Source: an optimization exercise on an open RTL-to-GDS flow (aim: small area, a short achievable clock period and few clock cycles per item). Production flows keep margins and buffers that such runs may drop. No functional check of the RTL was part of this run.

`flow/design.v`:
```
module eq_fnorm (
    input  wire [31:0] a,
    output wire [37:0] n
);
    wire        eh = |a[30:23];
    wire        e1 = &a[30:23];
    wire        fz = ~|a[22:0];
    wire [23:0] m  = {eh, a[22:0]};
    reg  [4:0]  lz;
    integer i;
    always @* begin
        lz = 5'd0;
        for (i = 0; i < 24; i = i + 1)
            if (m[i]) lz = 5'd23 - i[4:0];
    end
    wire [23:0] mn = m << lz;
    wire [9:0]  en = {2'b00, a[30:24], a[23] | ~eh} - {5'b0, lz};
    assign n = {a[31], e1 & ~fz, e1 & fz, ~eh & fz, en, mn};
endmodule
module eq_fmul_p (
    input  wire [37:0] an,
    input  wire [37:0] bn,
    output wire [42:0] q         
);
    wire [47:0] p = an[23:0] * bn[23:0];
    wire [10:0] e0 = {an[33], an[33:24]} + {bn[33], bn[33:24]} - 11'd127;
    wire nan  = an[36] | bn[36] | (an[35] & bn[34]) | (an[34] & bn[35]);
    wire inf  = an[35] | bn[35];
    wire zero = an[34] | bn[34];
    assign q = {an[37] ^ bn[37], nan, inf, zero, e0, p[47:21], |p[20:0]};
endmodule
module eq_fmul_r (
    input  wire [42:0] q,
    output wire [31:0] y
);
    wire sy = q[42], nan = q[41], inf = q[40], zero = q[39];
    wire signed [10:0] e0 = q[38:28];
    wire [27:0] p  = q[27:0];            
    wire        p47 = p[27];
    wire signed [10:0] e = e0 + {10'b0, p47};
    wire [25:0] mt  = p47 ? p[27:2] : p[26:1];
    wire        st0 = p47 ? (p[1] | p[0]) : p[0];
    wire [26:0] v = {mt, st0};
    wire        uf = (e < 11'sd1);
    wire signed [10:0] r0 = 11'sd1 - e;
    wire [4:0]  r = !uf ? 5'd0 : (r0 > 11'sd26) ? 5'd26 : r0[4:0];
    reg  [26:0] vs;
    reg         lost;
    integer i;
    always @* begin
        vs = v >> r;
        lost = 1'b0;
        for (i = 0; i < 27; i = i + 1)
            if (i < r && v[i]) lost = 1'b1;
        vs[0] = vs[0] | lost;
    end
    wire        g   = vs[2];
    wire        st  = vs[1] | vs[0];
    wire        inc = g & (st | vs[3]);
    wire [7:0]  ef  = vs[26] ? e[7:0] : 8'd0;
    wire [30:0] mag = {ef, vs[25:3]} + {30'b0, inc};
    wire        ovf = (e > 11'sd254);
    assign y = nan  ? 32'h7FC00000 :
               inf  ? {sy, 8'hFF, 23'b0} :
               zero ? {sy, 31'b0} :
               ovf  ? {sy, 8'hFF, 23'b0} :
                      {sy, mag};
endmodule
module eq_fadd_a (
    input  wire [31:0] a,
    input  wire [31:0] b,
    input  wire        sub,
    output wire [40:0] q         
);
    wire [31:0] bb = {b[31] ^ sub, b[30:0]};
    wire a_e1 = &a[30:23];
    wire b_e1 = &bb[30:23];
    wire a_fz = ~|a[22:0];
    wire b_fz = ~|bb[22:0];
    wire a_nan = a_e1 & ~a_fz;
    wire b_nan = b_e1 & ~b_fz;
    wire a_inf = a_e1 & a_fz;
    wire b_inf = b_e1 & b_fz;
    wire nan = a_nan | b_nan | (a_inf & b_inf & (a[31] ^ bb[31]));
    wire inf = a_inf | b_inf;
    wire inf_s = a_inf ? a[31] : bb[31];
    wire        swap = bb[30:0] > a[30:0];
    wire [31:0] x = swap ? bb : a;
    wire [31:0] z = swap ? a : bb;
    wire        xh = |x[30:23];
    wire        zh = |z[30:23];
    wire [7:0]  ex = {x[30:24], x[23] | ~xh};
    wire [7:0]  ez = {z[30:24], z[23] | ~zh};
    wire [7:0]  d  = ex - ez;
    wire        eff_sub = x[31] ^ z[31];
    wire [4:0]  sh = (d > 8'd26) ? 5'd27 : d[4:0];
    wire [26:0] mz = {zh, z[22:0], 3'b000};
    reg  [26:0] zs;
    reg         lost;
    integer i;
    always @* begin
        zs = mz >> sh;
        lost = 1'b0;
        for (i = 0; i < 27; i = i + 1)
            if (i < sh && mz[i]) lost = 1'b1;
        zs[0] = zs[0] | lost;
    end
    wire [27:0] mx = {1'b0, xh, x[22:0], 3'b000};
    wire [27:0] s  = eff_sub ? (mx - {1'b0, zs}) : (mx + {1'b0, zs});
    assign q = {nan, inf, inf_s, x[31] & z[31], x[31], ex, s};
endmodule
module eq_fadd_n (
    input  wire [40:0] q,
    output wire [31:0] y
);
    wire        nan = q[40], inf = q[39], inf_s = q[38], zs = q[37], xs = q[36];
    wire [7:0]  ex = q[35:28];
    wire [27:0] s  = q[27:0];
    reg  [4:0]  lz;
    integer i;
    always @* begin
        lz = 5'd27;
        for (i = 0; i < 27; i = i + 1)
            if (s[i]) lz = 5'd26 - i[4:0];
    end
    wire [7:0]  emax = ex - 8'd1;
    wire [4:0]  lsh = ({3'b000, lz} <= emax) ? lz : emax[4:0];
    wire [26:0] sl = s[26:0] << lsh;
    wire [26:0] sn = s[27] ? {s[27:2], s[1] | s[0]} : sl;
    wire [8:0]  e  = s[27] ? {1'b0, ex} + 9'd1 : {1'b0, ex} - {4'b0, lsh};
    wire        g   = sn[2];
    wire        st  = sn[1] | sn[0];
    wire        inc = g & (st | sn[3]);
    wire [7:0]  ef  = sn[26] ? e[7:0] : 8'd0;
    wire [30:0] mag = {ef, sn[25:3]} + {30'b0, inc};
    wire        zero = ~|s;
    wire        ovf = e[8] | (&e[7:0]);
    assign y = nan  ? 32'h7FC00000 :
               inf  ? {inf_s, 8'hFF, 23'b0} :
               zero ? {zs, 31'b0} :
               ovf  ? {xs, 8'hFF, 23'b0} :
                      {xs, mag};
endmodule
module simpleeq_chain (
    input  wire        clk,
    input  wire        rst_n,         
    input  wire        s_valid,
    output wire        s_ready,
    input  wire [63:0] s_data,
    input  wire        s_last,
    output wire        m_valid,
    input  wire        m_ready,
    output wire [63:0] m_data,
    output wire        m_last,
    input  wire        cfg_we,
    input  wire [6:0]  cfg_addr,      
    input  wire [31:0] cfg_wdata,
    input  wire        commit,
    input  wire        clear_state,
    output wire        commit_pending
);
    localparam [31:0] ONE = 32'h3F800000;
    genvar gi, gl;
    integer i;
    reg        pend;                  
    reg        atb;                   
    reg        clr_pend;              
    reg        we_q;
    reg [6:0]  wa_q;
    reg [31:0] wd_q;
    always @(posedge clk) begin
        we_q <= rst_n & cfg_we & ~pend;
        wa_q <= cfg_addr;
        wd_q <= cfg_wdata;
    end
    reg [45*32-1:0] sh;               
    reg [6:0]       sh_cfg;           
    generate
        for (gi = 0; gi < 45; gi = gi + 1) begin : g_sh
            always @(posedge clk) begin
                if (!rst_n)
                    sh[gi*32 +: 32] <= (gi % 5 == 0) ? ONE : 32'h0;
                else if (we_q && wa_q[6:3] == gi / 5 && wa_q[2:0] == gi % 5)
                    sh[gi*32 +: 32] <= wd_q;
            end
        end
    endgenerate
    always @(posedge clk) begin
        if (!rst_n)
            sh_cfg <= 7'h07;
        else if (we_q && wa_q == 7'h48)
            sh_cfg <= {wd_q[9:8], wd_q[5:4], wd_q[2:0]};
    end
    reg [6:0] lv_cfg;
    reg [3:0] lv_a;                   
    reg [3:0] lv_r;                   
    reg [3:0] act [0:8];              
    function [8:0] act_mask(input [6:0] c);
        integer s;
        begin
            for (s = 0; s < 4; s = s + 1)
                act_mask[s] = !c[0] && (s <= c[4:3]);
            act_mask[4] = !c[1];
            for (s = 5; s < 9; s = s + 1)
                act_mask[s] = !c[2] && (s - 5 <= c[6:5]);
        end
    endfunction
    function [3:0] act_count(input [6:0] c);
        act_count = (c[0] ? 4'd0 : {2'b00, c[4:3]} + 4'd1) + {3'b000, !c[1]} +
                    (c[2] ? 4'd0 : {2'b00, c[6:5]} + 4'd1);
    endfunction
    wire [8:0] sh_mask = act_mask(sh_cfg);
    wire [3:0] sh_a    = act_count(sh_cfg);
    wire [8:0] lv_mask = act_mask(lv_cfg);
    reg  [2:0] slot;                  
    reg  [3:0] step;                  
    wire       frame_start = (slot == 3'd0) && (step == 4'd0);
    reg        s_rdy;
    reg        in_v;
    reg [63:0] in_d;
    reg        in_l;
    wire       accept = s_valid & s_rdy;
    wire       take;
    always @(posedge clk) begin
        if (s_rdy) begin
            in_d <= s_data;
            in_l <= s_last;
        end
    end
    reg        o_v, k_v;
    reg [63:0] o_d, k_d;
    reg        o_l, k_l;
    wire       push;
    wire [63:0] push_d;
    wire       push_l;
    always @(posedge clk) begin
        if (!rst_n) begin
            o_v <= 1'b0;
            k_v <= 1'b0;
        end else if (!o_v || m_ready) begin
            if (k_v) begin
                o_d <= k_d;
                o_l <= k_l;
                o_v <= 1'b1;
                k_v <= push;
                if (push) begin
                    k_d <= push_d;
                    k_l <= push_l;
                end
            end else if (push) begin
                o_d <= push_d;
                o_l <= push_l;
                o_v <= 1'b1;
            end else begin
                o_v <= 1'b0;
            end
        end else if (push) begin
            k_d <= push_d;
            k_l <= push_l;
            k_v <= 1'b1;
        end
    end
    reg        fv, fl;                
    reg [6:0]  sv0, sv1, sv2;         
    wire       push_y = sv0[6] & sv0[5] & (slot == 3'd0);
    wire       fifo_ok = ({1'b0, o_v} + {1'b0, k_v} + {1'b0, push_y}) <= 2'd1;
    reg        filling;
    wire       start = frame_start & in_v & fifo_ok & ~filling;
    assign     take = start;
    wire       push_x = start & (lv_a == 4'd0);
    wire       cur_v = (step == 4'd0) ? start : fv;
    wire       cur_l = (step == 4'd0) ? in_l : fl;
    wire [6:0] sv_new = {cur_v & (step < lv_a), step == lv_a - 4'd1, cur_l, act[step]};
    always @(posedge clk) begin
        if (!rst_n) begin
            sv0 <= 7'd0;
            sv1 <= 7'd0;
            sv2 <= 7'd0;
            fv  <= 1'b0;
        end else if (slot == 3'd0) begin
            sv0 <= sv_new;
            sv1 <= sv0;
            sv2 <= sv1;
            if (step == 4'd0) begin
                fv <= start;
                fl <= in_l;
            end
        end
    end
    reg  [5:0] qcnt;
    always @(posedge clk) begin
        if (!rst_n)
            qcnt <= 6'd0;
        else if (start)
            qcnt <= 6'd56;
        else if (qcnt != 6'd0)
            qcnt <= qcnt - 6'd1;
    end
    wire idle = (qcnt == 6'd0) && !in_v;
    reg  [45*32-1:0] ring;
    reg  [31:0] tap;
    always @* begin
        case (lv_r)
            4'd3:    tap = ring[14*32 +: 32];
            4'd4:    tap = ring[19*32 +: 32];
            4'd5:    tap = ring[24*32 +: 32];
            4'd6:    tap = ring[29*32 +: 32];
            4'd7:    tap = ring[34*32 +: 32];
            4'd8:    tap = ring[39*32 +: 32];
            default: tap = ring[44*32 +: 32];
        endcase
    end
    reg  [2:0] f_slot;
    reg  [3:0] f_step, f_cur, f_prev;
    wire       fill_go = !filling && pend && atb && idle && !we_q;
    wire       fill_end = filling && (f_slot == 3'd4) && (f_step == lv_r - 4'd1);
    wire       clr_do = clr_pend && idle && !filling && !fill_go;
    reg  [2:0] f_tap;
    always @* begin
        case (f_slot)
            3'd0:    f_tap = 3'd0;    
            3'd1:    f_tap = 3'd3;    
            3'd2:    f_tap = 3'd4;    
            3'd3:    f_tap = 3'd1;    
            default: f_tap = 3'd2;    
        endcase
    end
    wire [3:0]  f_sec = (f_slot == 3'd1 || f_slot == 3'd2) ? f_prev : f_cur;
    wire [5:0]  f_idx = {2'b00, f_sec} * 6'd5 + {3'b000, f_tap};
    wire [31:0] f_word = sh[f_idx*32 +: 32];
    reg [3:0] f_next;
    always @* begin
        f_next = f_cur;
        for (i = 8; i >= 0; i = i - 1)
            if (lv_mask[i] && i > f_cur) f_next = i[3:0];
    end
    reg [3:0] sh_first, sh_lastact;
    always @* begin
        sh_first = 4'd0;
        sh_lastact = 4'd0;
        for (i = 8; i >= 0; i = i - 1)
            if (sh_mask[i]) sh_first = i[3:0];
        for (i = 0; i < 9; i = i + 1)
            if (sh_mask[i]) sh_lastact = i[3:0];
    end
    always @(posedge clk) begin
        ring <= {ring[44*32-1:0], filling ? f_word : tap};
    end
    always @(posedge clk) begin
        if (!rst_n) begin
            filling <= 1'b0;
            lv_cfg  <= 7'h07;
            lv_a    <= 4'd0;
            lv_r    <= 4'd3;
            f_slot  <= 3'd0;
            f_step  <= 4'd0;
        end else if (fill_go) begin
            filling <= 1'b1;
            lv_cfg  <= sh_cfg;
            lv_a    <= sh_a;
            lv_r    <= (sh_a < 4'd3) ? 4'd3 : sh_a;
            f_slot  <= 3'd0;
            f_step  <= 4'd0;
            f_cur   <= sh_first;
            f_prev  <= sh_lastact;
        end else if (filling) begin
            if (f_slot == 3'd0)
                act[f_step] <= f_cur;
            if (f_slot == 3'd4) begin
                f_slot <= 3'd0;
                f_step <= f_step + 4'd1;
                f_prev <= f_cur;
                f_cur  <= f_next;
                if (f_step == lv_r - 4'd1)
                    filling <= 1'b0;
            end else begin
                f_slot <= f_slot + 3'd1;
            end
        end
    end
    wire pend_n = pend ? !fill_end : commit;
    wire atb_n  = accept ? s_last : atb;
    wire clr_n  = clr_do ? clear_state : (clr_pend | clear_state);
    wire in_v_n = accept | (in_v & ~take);
    always @(posedge clk) begin
        if (!rst_n) begin
            pend     <= 1'b0;
            atb      <= 1'b1;
            clr_pend <= 1'b0;
            in_v     <= 1'b0;
            s_rdy    <= 1'b1;
            slot     <= 3'd0;
            step     <= 4'd0;
        end else begin
            pend     <= pend_n;
            atb      <= atb_n;
            clr_pend <= clr_n;
            in_v     <= in_v_n;
            s_rdy    <= !in_v_n && !clr_n && !(pend_n && atb_n);
            if (fill_end) begin
                slot <= 3'd4;
                step <= lv_r - 4'd1;
            end else if (slot == 3'd4) begin
                slot <= 3'd0;
                step <= (step == lv_r - 4'd1) ? 4'd0 : step + 4'd1;
            end else begin
                slot <= slot + 3'd1;
            end
        end
    end
    wire [37:0] tap_n;
    eq_fnorm u_cn (.a(tap), .n(tap_n));
    reg  [37:0] coef_q, an_q;
    always @(posedge clk) begin
        coef_q <= tap_n;
        an_q   <= coef_q;
    end
    wire [63:0] y_out;
    generate
        for (gl = 0; gl < 2; gl = gl + 1) begin : g_lane
            wire [31:0] inx = in_d[gl*32 +: 32];
            reg  [31:0] x_cur, y_prev, p1r, p2r, srd;
            reg  [37:0] bn_q;
            reg  [42:0] pq;
            reg  [31:0] mo;
            reg  [40:0] aq;
            reg  [31:0] ao;
            reg  [9*32-1:0] st1, st2;
            wire [31:0] mb = (slot == 3'd0) ? ((step == 4'd0) ? inx : ao) :
                             (slot == 3'd1 || slot == 3'd2) ? y_prev : x_cur;
            wire [37:0] mbn;
            wire [42:0] pw;
            wire [31:0] mw;
            eq_fnorm  u_bn (.a(mb), .n(mbn));
            eq_fmul_p u_mp (.an(an_q), .bn(bn_q), .q(pw));
            eq_fmul_r u_mr (.q(pq), .y(mw));
            reg  [31:0] aa, ab;
            reg         asub;
            always @* begin
                case (slot)
                    3'd4:    begin aa = p1r; ab = mo;  asub = 1'b1; end   
                    3'd0:    begin aa = p2r; ab = mo;  asub = 1'b1; end   
                    3'd1:    begin aa = ao;  ab = srd; asub = 1'b0; end   
                    default: begin aa = mo;  ab = srd; asub = 1'b0; end   
                endcase
            end
            wire [40:0] aw;
            wire [31:0] anw;
            eq_fadd_a u_aa (.a(aa), .b(ab), .sub(asub), .q(aw));
            eq_fadd_n u_an (.q(aq), .y(anw));
            always @(posedge clk) begin
                bn_q <= mbn;
                pq   <= pw;
                mo   <= mw;
                aq   <= aw;
                ao   <= anw;
                if (slot == 3'd0) begin
                    y_prev <= ao;
                    x_cur  <= (step == 4'd0) ? inx : ao;
                end
                if (slot == 3'd1) p1r <= mo;
                if (slot == 3'd2) p2r <= mo;
                if (slot == 3'd2) srd <= st1[sv0[3:0]*32 +: 32];
                if (slot == 3'd0) srd <= st2[sv1[3:0]*32 +: 32];
            end
            for (gi = 0; gi < 9; gi = gi + 1) begin : g_st
                always @(posedge clk) begin
                    if (!rst_n || clr_do) begin
                        st1[gi*32 +: 32] <= 32'h0;
                        st2[gi*32 +: 32] <= 32'h0;
                    end else begin
                        if (slot == 3'd3 && sv2[6] && sv2[3:0] == gi)
                            st1[gi*32 +: 32] <= ao;
                        if (slot == 3'd2 && sv2[6] && sv2[3:0] == gi)
                            st2[gi*32 +: 32] <= ao;
                    end
                end
            end
            assign y_out[gl*32 +: 32] = ao;
        end
    endgenerate
    assign push   = push_y | push_x;
    assign push_d = push_x ? in_d : y_out;
    assign push_l = push_x ? in_l : sv0[4];
    assign s_ready        = s_rdy;
    assign m_valid        = o_v;
    assign m_data         = o_d;
    assign m_last         = o_l;
    assign commit_pending = pend;
endmodule
```
`flow/run.sh`:
```
#!/bin/bash
# synth_recipe.tcl (not shown) runs the flow's synth.tcl, then flattens the netlist and writes it again
# the make line also repeats each setting of config.mk as NAME=value (left out here)
make -C /OpenROAD-flow-scripts/flow DESIGN_CONFIG=/design/flow/config.mk WORK_HOME=/design/flow/orfs CLKGATE_MAP_FILE= SYNTH_SCRIPT=/design/flow/synth_recipe.tcl finish
```
`flow/config.mk`:
```
export PLATFORM = sky130hd
export DESIGN_NAME = simpleeq_chain
export DESIGN_NICKNAME = simpleeq_chain
export VERILOG_FILES = /design/flow/design.v
export SDC_FILE = /design/flow/constraint.sdc
export NUM_CORES = 8
export LEC_CHECK = 0
export CAP_MARGIN = 20
export CORE_MARGIN = 2
export CORE_UTILIZATION = 40
export SLEW_MARGIN = 20
```
`flow/constraint.sdc`:
```
create_clock -name core_clock -period 20.0 [get_ports {clk}]
set_input_delay 4.0000 -clock core_clock [delete_from_list [all_inputs] [get_ports {clk}]]
set_output_delay 4.0000 -clock core_clock [all_outputs]
set_load 0.01 [all_outputs]
```
==> run summary <==
[synth_stat cells (112+ instances only)]
master	n
nand2_1	7106
dfxtp_1	4584
a21oi_1	3255
clkbuf_1	1799
inv_1	1309
fa_1	976
nor2_1	925
mux4_2	692
ha_1	644
edfxtp_1	560
o21ai_0	550
mux2i_1	508
and2_1	462
mux2_2	302
nand3_1	253
xnor2_1	246
a22oi_1	202
nor3_1	195
buf_1	112
[stage by stage]
| stage | worst slack, ns | hold slack, ns |
|---|---|---|
| 6_report | 3.31 | 0.297 |
| 5_1_grt | 2.37 | 0.308 |
| 4_1_cts | 3.64 | 0.293 |
| 3_5_place_dp | 3.70 | 0.312 |
| 3_3_place_gp | 3.55 | 0.310 |
| 2_1_floorplan | 5.76 | 0.310 |
[cells by family after synthesis]
group / synth area share
compound gates: 0.119
xor+xnor: 0.0128
fa+ha+maj: 0.113
buf+inv: 0.0511
flops: 0.445
mux: 0.0986
other cells: 0.0000308
simple gates: 0.160
[layout make-up]
class / instances / area, sq um
Antenna cell: 26 / 65.1
Inverter: 1325 / 4990
Sequential cell: 5144 / 109000
Fill cell: 57600 / 335000
Tap cell: 8064 / 10100
Clock buffer: 792 / 16000
Timing Repair Buffer: 761 / 6320
Multi-Input combinational cell: 18100 / 124000
Clock inverter: 191 / 2320
[critical path, delay by kind of cell, from the launching register on]
family / cells / cell delay (ns)
AO/OA/AOI/OAI: 31 / 6.43
XOR/XNOR: 1 / 0.13
adder cells (fa/ha/maj): 5 / 2.01
buffers and inverters: 9 / 2.34
flip-flops: 1 / 0.50
multiplexers: 1 / 0.41
AND/OR/NAND/NOR: 16 / 4.65
[routing by layer]
layer | track usage | part of all wire
met5 | 0 | 0.000082
met4 | 0.108 | 0.045
met3 | 0.0433 | 0.086
met2 | 0.410 | 0.44
met1 | 0.368 | 0.42
[layout by cell type, fill, tap and decap left out, drive strengths merged, types with 248 or more instances in the layout]
master,instances
nand3,253
nor2,927
a21oi,3258
inv,1352
nand2,7107
edfxtp,560
mux2,303
mux4,692
dfxtp,4584
and2,469
o21ai,579
fa,976
mux2i,508
ha,644
xnor2,248
clkbuf,792
buf,584
[state kept, by name, indices dropped and copies added, names as in the netlist, 74 cells and up]
register,cells
ring,1440
sh,1440
g_lane.st1,576
g_lane.st2,576
g_lane.pq,86
g_lane.aq,82
g_lane.bn_q,74
[path summary, 6_finish.rpt]
kind | startpoint | to | slack, ns | depth (start not counted)
setup / recovery | slot[1] | g_lane[0].aq[25] | 3.31 | 63
hold / removal | ring[25] | ring[57] | 0.30 | 0
setup reg to reg | slot[1] | g_lane[0].aq[25] | 3.31 | 63
hold reg to reg | ring[25] | ring[57] | 0.30 | 0
==> results.tsv <==
metric	value	unit
CTS Hold Bufs	0	
Slew HR	0.180	
final worst-path cycle share	0.835	
largest net degree at the start of global routing	216	
Final nets	27600	
RD Place Congestion	0.920	
Warnings, synthesis	5	
DRT iter0 DRCs	21500	
Worst path max stage delay	0.82	ns
Final Instance Area	272000	sq um
Post-Synthesis Cells	26500	
final hold viol count	0	
Die Footprint	617000	sq um
first-pass GRT wire length	1240000	microns
Slew @ Worst Pin	1.22	ns
FFs w/ async S/R, synth	0	
non-filler instance count after layout	34400	
post-synth top area cell	dfxtp_1	
Post-Route Skew	0.0739	ns
Remaining Overflow, GRT	0	
CTS max path bufs	4	
post-CTS setup buffer count	0	
CTS tree	yes	
CP startpoint kind	flop	
I/O pin count	179	
worst skew pair latency	1.11	ns
Setup Crit Path Kind	reg -> reg	
Yosys top cell area share	0.376	
cells taking the most area after synthesis	dfxtp_1, nand2_1, fa_1	
FF+latch count, synth	5144	
CP Max Fanout	95	
number of enable flip-flop cells after synthesis	560	
Worst Path Arrival	17.68	ns
worst min path class	reg -> reg	
total negative slack	0	ns
Layout area overhead	11.6	%
initial core utilization	0.402	
post-synth cell types	128	
clock slew at reported path FFs	0.06	ns
setup repair after global routing missed its margin	false	
Root Buffer Master	clkbuf_16	
DRT antenna net count	0	
final WL	841000	microns
core area	607000	sq um
outcome	finished clean	
via count	193000	
Num CTS Buffers	546	
initial antenna violation count	49	
Gates resized, CTS repair	0	
row count	286	
max-slew violation count	0	
vias in the first global route	187000	
Top FF cell, synth	dfxtp_1	
drt first pass iters	8	
Final Setup Violations	0	
die span in y	785	microns
Synth Area per Inst	9.22	sq um
drt drc	0	
Routed wire per std cell	24.5	microns
DP Wirelength	543000	microns
critical path capture point type	flop	
Period minus WS final	16.69	ns
sequential area share after synthesis	0.445	
CTS HTree Levels	6	
crit path max-delay cell type	a21oi_4	
fraction of layout cells with a size suffix above 1	0.105	
GRT Total Usage	0.264	
Clock Sinks	5144	
synthesized area	244000	sq um
Fmax	59.9	MHz
Post-Route Utilization	0.449	
placed insts	33400	
I/O Buffers	178	
Die Span X	785	microns
maxcap violations	0	
DR vias/cell	5.61	
Area after DPL	254000	sq um
Required @ worst endpoint	20.99	ns

afterwards: timing with drivers on the ports:
The flow's constraints put no driver on any port. The routed layout listed below was extracted and timed again, unchanged, in two steps. Step 1 (the two cells are an assumption about what drives the block):
set clk [get_ports {clk}]
set_driving_cell -lib_cell sky130_fd_sc_hd__clkbuf_16 $clk
set_driving_cell -lib_cell sky130_fd_sc_hd__buf_2 [delete_from_list [all_inputs] $clk]
Step 2 adds t to the input delays and takes it off the output delays; t is the mean of the earliest and latest rising clock arrival at the registers after step 1. Input paths then give back, and output paths get back, about the clock's delay inside the block. Three values: ideal, step 1, step 2; two values: the first two.
shift t [ns]: 1.212
setup slack, ns: 3.307 / 3.307 / 3.307
worst slew at a driven data input, ns: 0.17
After both steps setup and hold are still met in this run. The setup slack of this run moves by 0.000 ns with the drivers and by 0.000 ns with both steps.
